This design comes from an exercise in tuning for small area, a short achievable clock period and few clock cycles on the open sky130 flow, not from production work.
At most, simulation tests tie the RTL to the original design; equivalence was not proved.
No activity file was given, so power comes from the tool's default toggle rates.

Design sbtp_framer, start of the top module:
module sbtp_framer (
    input  wire       clk,
    input  wire       rst,
    input  wire       tx_in_valid,
    output wire       tx_in_ready,
    input  wire [7:0] tx_in_data,
    input  wire       tx_in_last,
    input  wire       tx_in_empty,
    output wire       tx_out_valid,
    input  wire       tx_out_ready,
    input  wire       tx_out_err,
    output wire [7:0] tx_out_data,
    output wire       tx_done,
    output wire [1:0] tx_status,
    input  wire       rx_in_valid,
    output wire       rx_in_ready,
    input  wire [7:0] rx_in_data,
    input  wire       rx_in_err,
    output wire       rx_res_valid,
    output wire [1:0] rx_res_status,
    output wire [7:0] rx_res_len,
    output wire       rx_out_valid,
    input  wire       rx_out_ready,
    output wire [7:0] rx_out_data,
    output wire       rx_out_last
);
For scale: ~4700 flip-flops, ~120000 sq um of cells after synthesis.
Settings: LEC_CHECK=0, CAP_MARGIN=20, CORE_MARGIN=2, CORE_UTILIZATION=40, PLACE_DENSITY=0.6, SETUP_SLACK_MARGIN=4.6, SLEW_MARGIN=20; clock period 8.0 ns.
run.sh (not shown) runs the stock make flow with config.mk's settings and CLKGATE_MAP_FILE= SYNTH_SCRIPT=/design/flow/synth_recipe.tcl, a recipe that flattens the netlist after the stock synthesis.
The baseline ran to the end with no violations.
Testbench counts at the start, summed over its fixed seeds: cycles 17,389.
Then changed:
--- a/flow/config.mk
+++ b/flow/config.mk
@@ -12 +12 @@
-export SETUP_SLACK_MARGIN = 4.6
+export SETUP_SLACK_MARGIN = 5.0
Result:
- cell area stays flat
- register-to-register slack gets better by 0.33 ns
- clock skew barely changes
- count of clock-buffer cells in the layout grows by 25
- routed wire length came out higher by 1.5%
- core utilization hardly moves
- synthesized area is unchanged
- worst setup slack is better by 0.25 ns
- maximum frequency rose by 8.0%
Then changed:
--- a/flow/config.mk
+++ b/flow/config.mk
@@ -10,0 +11,2 @@
+export CTS_CLUSTER_DIAMETER = 80
+export CTS_CLUSTER_SIZE = 30
What happened: The new run finished with timing, DRC and antenna clean. Register-to-register slack hardly moves. Wire length fell by 3.3%. Power fell by 19%. Worst hold slack is better by 0.041 ns. Global-route usage fell by 0.54 points. First-iteration DRC count rose by 4.6%.

---

build 65:
Another version of the RTL of sbtp_framer (not shown whole).
For scale: roughly 6500 cells after synthesis, about 4600 flip-flops.
## sbtp_framer
module sbtp_framer (
    input  wire       clk,
    input  wire       rst,
    input  wire       tx_in_valid,
    output wire       tx_in_ready,
    input  wire [7:0] tx_in_data,
    input  wire       tx_in_last,
    input  wire       tx_in_empty,
    output wire       tx_out_valid,
    input  wire       tx_out_ready,
    input  wire       tx_out_err,
    output wire [7:0] tx_out_data,
    output wire       tx_done,
    output wire [1:0] tx_status,
    input  wire       rx_in_valid,
    output wire       rx_in_ready,
    input  wire [7:0] rx_in_data,
    input  wire       rx_in_err,
    output wire       rx_res_valid,
    output wire [1:0] rx_res_status,
    output wire [7:0] rx_res_len,
    output wire       rx_out_valid,
    input  wire       rx_out_ready,
    output wire [7:0] rx_out_data,
    output wire       rx_out_last
);
Settings: LEC_CHECK=0, CAP_MARGIN=20, CORE_MARGIN=2, CORE_UTILIZATION=50, CTS_CLUSTER_DIAMETER=70, CTS_CLUSTER_SIZE=30, PLACE_DENSITY=0.72, SETUP_SLACK_MARGIN=5.0, SLEW_MARGIN=20; clock period 8.0 ns.
Input-level comparison between build 6 and build 65:
Settings: PLACE_DENSITY: 0.72 -> 0.6; CTS_CLUSTER_DIAMETER: 70 -> 80; CORE_UTILIZATION: 50 -> 40.
Both conditions hold for build 6: the flow ran to the end and the final layout passed the timing, design-rule and antenna checks.
Sequential share of layout area, build 65 and build 6, higher one = build 65.
Build 6 ended up with u_tx.f_cnt[3] as its endpoint of the worst setup timing path; build 65 ended up with rx_out_data[1].
Build 6 vs. build 65: depth of the critical timing path with buffers and inverters included saw an increase; signed area change from the synthesized netlist to the final layout saw an increase; die outline width saw an increase; first-pass GRT wire length saw an increase.
Compared with build 65, build 6 shows a non-clock buffer count that is 1 higher.
Per the comparison of build 6 with build 65, shortest period the worst path allows about even, register-to-register slack rose 0.03 ns, setup slack about even, total power density per cell area fell about 0.9%.
The die area of build 6 was inferior to that of build 65.
Inputs modified between build 6 and build 94:
Settings: a change of PLACE_DENSITY from 0.6 to 0.65; a change of CORE_UTILIZATION from 40 to 45; a change of CTS_CLUSTER_SIZE from 30 to 32.
Notes after the runs:
Across build 6 and build 94, the outcome is the same: a clean finish for every run. Between build 6 and build 94, number of search-and-repair iterations in the first detailed-routing pass increased. Build 6 -> build 94: share of the final layout cell area in multi-input gates flat. Build 6 and build 94 ended up with nearly the same total area of multi-input combinational cells. Delta (build 94 minus build 6): required time reported for the critical path endpoint went down by 2.37 ns, delay of the slowest critical-path stage increased 0.03 ns, worst setup slack has remained practically unchanged, later-pin clock latency in the skew report decreased 0.04 ns. tx_out_ready as the first element of the critical path was reported by build 6, and u_rx.out_data[3] by build 94.
What build 97 does differently from build 94 at the input level:
Settings: a change of CTS_CLUSTER_SIZE from 32 to 30; a change of PLACE_DENSITY from 0.65 to 0.6; a change of CORE_UTILIZATION from 45 to 40; an added GPL_ROUTABILITY_DRIVEN of 0.
### Flow results
- Any difference in portion of the clock cycle consumed by the worst path in the final layout between build 97 and build 94 is small enough to ignore.
- Overall global routing resource usage (lower): build 97
- Higher hold slack among build 97 and build 94: build 94
- Fraction of cell area in non-clock buffers essentially unchanged between build 97 and build 94.
- Maximum root-to-sink buffer count for build 97: 1 up relative to build 94
- Via count delta (build 97 -> build 94): insignificant
- Of the two values seen for critical path capture point, rx_out_data[3] was produced by build 94 and u_tx.f_cnt[3] by build 97.
- The worst setup slack before clock tree synthesis in build 97 sits 0.013 ns above the value recorded for build 94.
- Taking build 94 as the reference, in build 97 initial antenna violation count went down; final critical-path required period did not really move; routed wire length did not really move; post-synthesis to final-layout area growth went up.
No functional check of the RTL was part of any run of this note.

---

== job 101 ==
sbtp_framer, a different RTL version from the one above (not shown whole).
Size: about 7,100 cells after synthesis, roughly 61 I/O pins, ~120,000 µm² of cells after synthesis.
Settings: LEC_CHECK=0, CAP_MARGIN=20, CORE_MARGIN=2, CORE_UTILIZATION=40, PLACE_DENSITY=0.6, SETUP_SLACK_MARGIN=0.3, SLEW_MARGIN=20; clock period 8.0 ns.
Edits applied to the flow inputs when going from job 101 to job 102:
- swapping 0.3 for 4.5 in SETUP_SLACK_MARGIN
Notes after the runs:
Job 102 was carried through to the last stage, and its layout satisfied the timing, design-rule and antenna checks.
For job 101, the worst setup path endpoint was u_rx.rstage[2], unlike job 102, where it was u_tx.srem[4].
Between job 101 and job 102, global-route usage increased.
Going from job 101 to job 102, count of vias placed by the detailed router grew slightly.
After detailed routing, job 101 needs less wire than job 102.
Against job 101, job 102 reports a area growth from synthesis to final layout that is higher.
No functional check of the RTL was part of any run of this note.

---

== oak ==
RTL: one of the versions met above, not the one the previous note started from.
Size: ~6500 cells after synthesis, ~4600 flip-flops, roughly 61 I/O pins, roughly 110000 sq um of cells after synthesis.
Settings: LEC_CHECK=0, CAP_MARGIN=20, CORE_MARGIN=2, CORE_UTILIZATION=45, CTS_CLUSTER_DIAMETER=70, CTS_CLUSTER_SIZE=32, PLACE_DENSITY=0.65, SETUP_SLACK_MARGIN=5.0, SLEW_MARGIN=20; clock period 8.0 ns.
#### Input delta (pine over oak)
Settings: a change of CORE_UTILIZATION from 45 to 40; an added ABC_CLOCK_PERIOD_IN_PS of 3000; a change of PLACE_DENSITY from 0.65 to 0.6; a change of CTS_CLUSTER_DIAMETER from 70 to 80; a change of CTS_CLUSTER_SIZE from 32 to 30.
Notes after the runs:
Higher power share of the clock group among pine and oak: oak. Beginning of the critical path: tx_out_ready -> pine, u_rx.out_data[3]$_SDFFE_PP0P_ -> oak. oak vs pine, top layer used by detailed routing: met5 vs met4. Die extent in x: pine vs oak up 30 um. Standard cell with the maximum stage delay on the critical path: dfxtp_4 -> oak, dlygate4sd2_1 -> pine. Flip-flop and latch count: pine vs oak identical. Design internal power delta (pine -> oak): insignificant. Non-clock buffer count (pine vs. oak) decreases by a little under 10%.
No functional check of the RTL was part of any run of this note.

---

Setup of the previous run:
Another version of the RTL of sbtp_framer (not shown whole).
Size in the first run: about 8100 cells after synthesis, ~4600 flip-flops.
==> flow/config.mk <==
export PLATFORM = sky130hd
export DESIGN_NAME = sbtp_framer
export DESIGN_NICKNAME = sbtp_framer
export VERILOG_FILES = /design/flow/design.v
export SDC_FILE = /design/flow/constraint.sdc
export NUM_CORES = 4
export LEC_CHECK = 0
export ABC_AREA = 1
export CAP_MARGIN = 20
export CORE_MARGIN = 2
export CORE_UTILIZATION = 40
export CTS_CLUSTER_DIAMETER = 80
export CTS_CLUSTER_SIZE = 30
export PLACE_DENSITY = 0.6
export SETUP_SLACK_MARGIN = 5.0
export SLEW_MARGIN = 20
==> flow/constraint.sdc <==
create_clock -name core_clock -period 8.0 [get_ports {clk}]
set_input_delay 1.6000 -clock core_clock [delete_from_list [all_inputs] [get_ports {clk}]]
set_output_delay 1.6000 -clock core_clock [all_outputs]
set_load 0.01 [all_outputs]
The previous run finished every step from synthesis to the final layout, and the layout passed the timing, design-rule and antenna checks.
Testbench counts of the previous run, summed over its fixed seeds: cycles 17,428.
Edits applied to the flow inputs when going from the previous run to the current run:
-- flow/config.mk --
<<< the previous run, line 7
export LEC_CHECK = 0
export ABC_AREA = 1
export CAP_MARGIN = 20
>>> the current run, line 7
export LEC_CHECK = 0
export CAP_MARGIN = 20
==> run summary <==
Note that the final cell count recorded for the previous run amounts to 1.13 times the value seen in the current run. A critical path launch point of u_rx.out_data[5] is what the current run shows, while u_rx.out_data[7] belongs to the previous run. Diff the previous run and the current run: post-CTS setup-driven buffer insertion count higher in the previous run. The current run vs the previous run on overall die area: the current run is the lower one. Compared with the previous run, the current run improves smallest setup slack after layout. Share of synthesized area occupied by flip-flops and latches | the current run above the previous run. Relative to the previous run, relative area change from synthesis to final layout has increased by 0.20 points in the current run. Comparing the previous run and the current run, the higher fraction of layout cells with a size suffix above 1 was measured on the current run. Wire length was higher in the previous run than in the current run. Net switching fraction of the power, the previous run and the current run, higher one = the previous run.

---

== east ==
Another version of the RTL of sbtp_framer (not shown whole).
Size: roughly 6700 cells after synthesis, ~110000 um2 of cells after synthesis.
==> flow/design.v (excerpt) <==
module sbtp_framer (
    input  wire       clk,
    input  wire       rst,
    input  wire       tx_in_valid,
    output wire       tx_in_ready,
    input  wire [7:0] tx_in_data,
    input  wire       tx_in_last,
    input  wire       tx_in_empty,
    output wire       tx_out_valid,
    input  wire       tx_out_ready,
    input  wire       tx_out_err,
    output wire [7:0] tx_out_data,
    output wire       tx_done,
    output wire [1:0] tx_status,
    input  wire       rx_in_valid,
    output wire       rx_in_ready,
    input  wire [7:0] rx_in_data,
    input  wire       rx_in_err,
    output wire       rx_res_valid,
    output wire [1:0] rx_res_status,
    output wire [7:0] rx_res_len,
    output wire       rx_out_valid,
    input  wire       rx_out_ready,
    output wire [7:0] rx_out_data,
    output wire       rx_out_last
);
clock: 8.0 ns
lec_check: 0
cap_margin: 20
core_margin: 2
core_utilization: 40
cts_cluster_diameter: 80
cts_cluster_size: 34
place_density: 0.6
setup_slack_margin: 5.0
slew_margin: 20
east: PASS, flow complete, no timing, DRC or antenna violations
--- input diff east..middle ---
- CTS_CLUSTER_SIZE changed from 34 to 30
[summary]
Per the final summary, middle finished and its layout is clean on timing, DRC and antenna. On worst supply voltage drop on vdd, middle does better than east. Detailed-route vias per instance in middle is 0.018 above east. Diff east -> middle | global-route wire length before repair | increase of 1500 um. Final wirelength delta (middle − east): unfavourable. Looking at middle and east, the final period utilization is a wash. Number of fill cells in the layout: middle vs east — no meaningful difference. Filler-free cell count of the finished design: middle vs east — no meaningful difference. Comparing middle with east, the post-route core utilization came out essentially unchanged. Of middle and east, the run reporting the lower via count was east.
No functional check of the RTL was part of any run of this note.

---

old:
sbtp_framer, a different RTL version from the one above (not shown whole).
For scale: about 6800 cells after synthesis, roughly 4600 flip-flops, about 110000 um2 of cells after synthesis.
export LEC_CHECK = 0
export CAP_MARGIN = 20
export CORE_MARGIN = 2
export CORE_UTILIZATION = 55
export CTS_CLUSTER_DIAMETER = 80
export CTS_CLUSTER_SIZE = 30
export PLACE_DENSITY = 0.7
export SETUP_SLACK_MARGIN = 5.0
export SLEW_MARGIN = 20
create_clock -name core_clock -period 8.0 [get_ports {clk}]
[inputs] new vs old
- PLACE_DENSITY now 0.6, was 0.7
- CORE_UTILIZATION now 40, was 55
==> run summary <==
On area added between synthesis and finish, the higher figure sits with new, not old.
new vs. old: worst slack at placement now sits lower, clock power level, via count of the first global-routing pass decreased 0.38%, post-layout total power grew by 0.00013 W.
new reports its classification of the worst setup path as reg2out while old reports reg2reg.
Per the comparison of new with old, met1 track demand over resource in global routing -7.5 points; highest achievable clock rate -6.2 MHz; average wire per standard cell -9.0%; total internal power +about 0.6%; combinational power share ~0 delta.
Critical path depth on new is down relative to old.
No functional check of the RTL was part of any run of this note.

---

Another version of the RTL of sbtp_framer (not shown whole).
Size in the first run: ~6800 cells after synthesis, about 4600 flip-flops, roughly 61 I/O pins, roughly 0.11 mm^2 of cells after synthesis.
// sbtp_framer
module sbtp_framer (
    input  wire       clk,
    input  wire       rst,
    input  wire       tx_in_valid,
    output wire       tx_in_ready,
    input  wire [7:0] tx_in_data,
    input  wire       tx_in_last,
    input  wire       tx_in_empty,
    output wire       tx_out_valid,
    input  wire       tx_out_ready,
    input  wire       tx_out_err,
    output wire [7:0] tx_out_data,
    output wire       tx_done,
    output wire [1:0] tx_status,
    input  wire       rx_in_valid,
    output wire       rx_in_ready,
    input  wire [7:0] rx_in_data,
    input  wire       rx_in_err,
    output wire       rx_res_valid,
    output wire [1:0] rx_res_status,
    output wire [7:0] rx_res_len,
    output wire       rx_out_valid,
    input  wire       rx_out_ready,
    output wire [7:0] rx_out_data,
    output wire       rx_out_last
);
Settings: LEC_CHECK=0, CAP_MARGIN=20, CORE_MARGIN=2, CORE_UTILIZATION=55, CTS_CLUSTER_DIAMETER=80, CTS_CLUSTER_SIZE=30, PLACE_DENSITY=0.7, SETUP_SLACK_MARGIN=5.0, SLEW_MARGIN=20; clock period 8.0 ns.
The baseline finished with timing, DRC and antenna clean.
Change:
Settings changed: CORE_UTILIZATION 55 to 40, PLACE_DENSITY 0.7 to 0.6.
After rerunning:
- The new run completed without violations
- hold slack got worse by 0.033 ns
- clock-buffer cell count grows by 12
- clock power barely changes
- total power grows by 0.94%
- clock skew grows by 0.030 ns
No run of this note included a check of the RTL's function; only the layout flow was run.

---

sbtp_framer, a different RTL version from the one above (not shown whole).
For scale: ~6700 cells after synthesis, ~4600 flip-flops.
Settings: LEC_CHECK=0, CAP_MARGIN=20, CORE_MARGIN=2, CORE_UTILIZATION=45, CTS_CLUSTER_DIAMETER=80, CTS_CLUSTER_SIZE=32, PLACE_DENSITY=0.65, SETUP_SLACK_MARGIN=5.0, SLEW_MARGIN=20; clock period 8.0 ns.
Rerun with:
- CORE_UTILIZATION: 45 -> 40
- CTS_CLUSTER_SIZE: 32 -> 30
- PLACE_DENSITY: 0.65 -> 0.6
Setup slack degrades by 87 ps.
Global-route usage is lower by 1.3 points.
First-iteration DRC count rises by 1.5%.
Die area rises by 12%.
Area after synthesis is unchanged.
Final area increases by 0.79%.
Count of clock-buffer cells in the layout goes up by 19.
Clock power came out higher by about 5%.
Wire length increases by 3.1%.
Via count barely changes.
Non-clock buffer count drops by 1.
Function was not checked in any run of this note: the RTL went through the layout flow alone.

## separate check: timing with driven ports
How much do the figures lean on ideal ports? The routed layouts below were timed once more, with nothing changed but the port constraints. Step 1, drivers: a clkbuf_16 drives clk and a buf_2 each remaining input, both assumed. Step 2 adds t to the input delays and takes it off the output delays; t is the mean of the earliest and latest rising clock arrival at the registers after step 1. Input paths then give back, and output paths get back, about the clock's delay inside the block. Slacks: ideal ports / drivers / drivers and shift; pairs: ideal ports / drivers.
run	shift t [ns]	slack for setup (ns)	hold slack, ns	worst register clock-pin slew, ns	pins driven straight from the clock port
the first run of note 1	1.006	4.693 / 4.634 / 3.670	0.227 / 0.227 / 0.227	0.07 / 0.07	1
the second run of note 1	1.004	4.938 / 4.843 / 4.101	0.244 / 0.244 / 0.244	0.07 / 0.07	1
the third run of note 1	0.927	4.978 / 4.885 / 4.135	0.285 / 0.285 / 0.285	0.11 / 0.11	1
build 65	0.918	4.998 / 4.920 / 4.094	0.300 / 0.300 / 0.300	0.11 / 0.11	1
build 6	0.943	4.999 / 4.944 / 4.116	0.234 / 0.234 / 0.234	0.11 / 0.11	1
build 94	0.923	4.997 / 4.914 / 4.105	0.282 / 0.282 / 0.282	0.12 / 0.12	1
build 97	0.943	4.999 / 4.944 / 4.116	0.234 / 0.234 / 0.234	0.11 / 0.11	1
job 101	0.974	2.986 / 2.986 / 2.986	0.265 / 0.265 / 0.265	0.07 / 0.07	1
job 102	0.990	4.250 / 4.250 / 3.680	0.251 / 0.251 / 0.251	0.07 / 0.07	1
oak	0.932	4.980 / 4.886 / 4.182	0.290 / 0.290 / 0.290	0.12 / 0.12	1
pine	0.943	4.999 / 4.944 / 4.116	0.234 / 0.234 / 0.234	0.11 / 0.11	1
the previous run	0.950	4.989 / 4.898 / 4.130	0.296 / 0.296 / 0.296	0.11 / 0.11	1
the current run	0.925	4.992 / 4.904 / 4.202	0.275 / 0.275 / 0.275	0.11 / 0.11	1
east	0.934	4.885 / 4.797 / 4.172	0.298 / 0.298 / 0.298	0.12 / 0.12	1
middle	0.948	4.886 / 4.797 / 4.162	0.269 / 0.269 / 0.269	0.11 / 0.11	1
old	0.916	4.875 / 4.875 / 4.297	0.269 / 0.269 / 0.269	0.11 / 0.11	1
new	0.948	4.814 / 4.724 / 4.224	0.303 / 0.303 / 0.303	0.11 / 0.11	1
the first run of note 8	0.925	4.839 / 4.839 / 4.079	0.312 / 0.312 / 0.312	0.11 / 0.11	1
the second run of note 8	0.941	4.863 / 4.847 / 4.146	0.280 / 0.280 / 0.280	0.11 / 0.11	1
the first run of note 9	0.923	5.003 / 4.960 / 4.181	0.303 / 0.303 / 0.303	0.12 / 0.12	1
the second run of note 9	0.937	4.915 / 4.912 / 4.028	0.269 / 0.269 / 0.269	0.12 / 0.12	1
After both steps setup and hold are still met in every run listed. For the first run of note 1, which loses most, drivers alone change the setup slack by -0.059 ns; drivers and shift together by -1.023 ns.
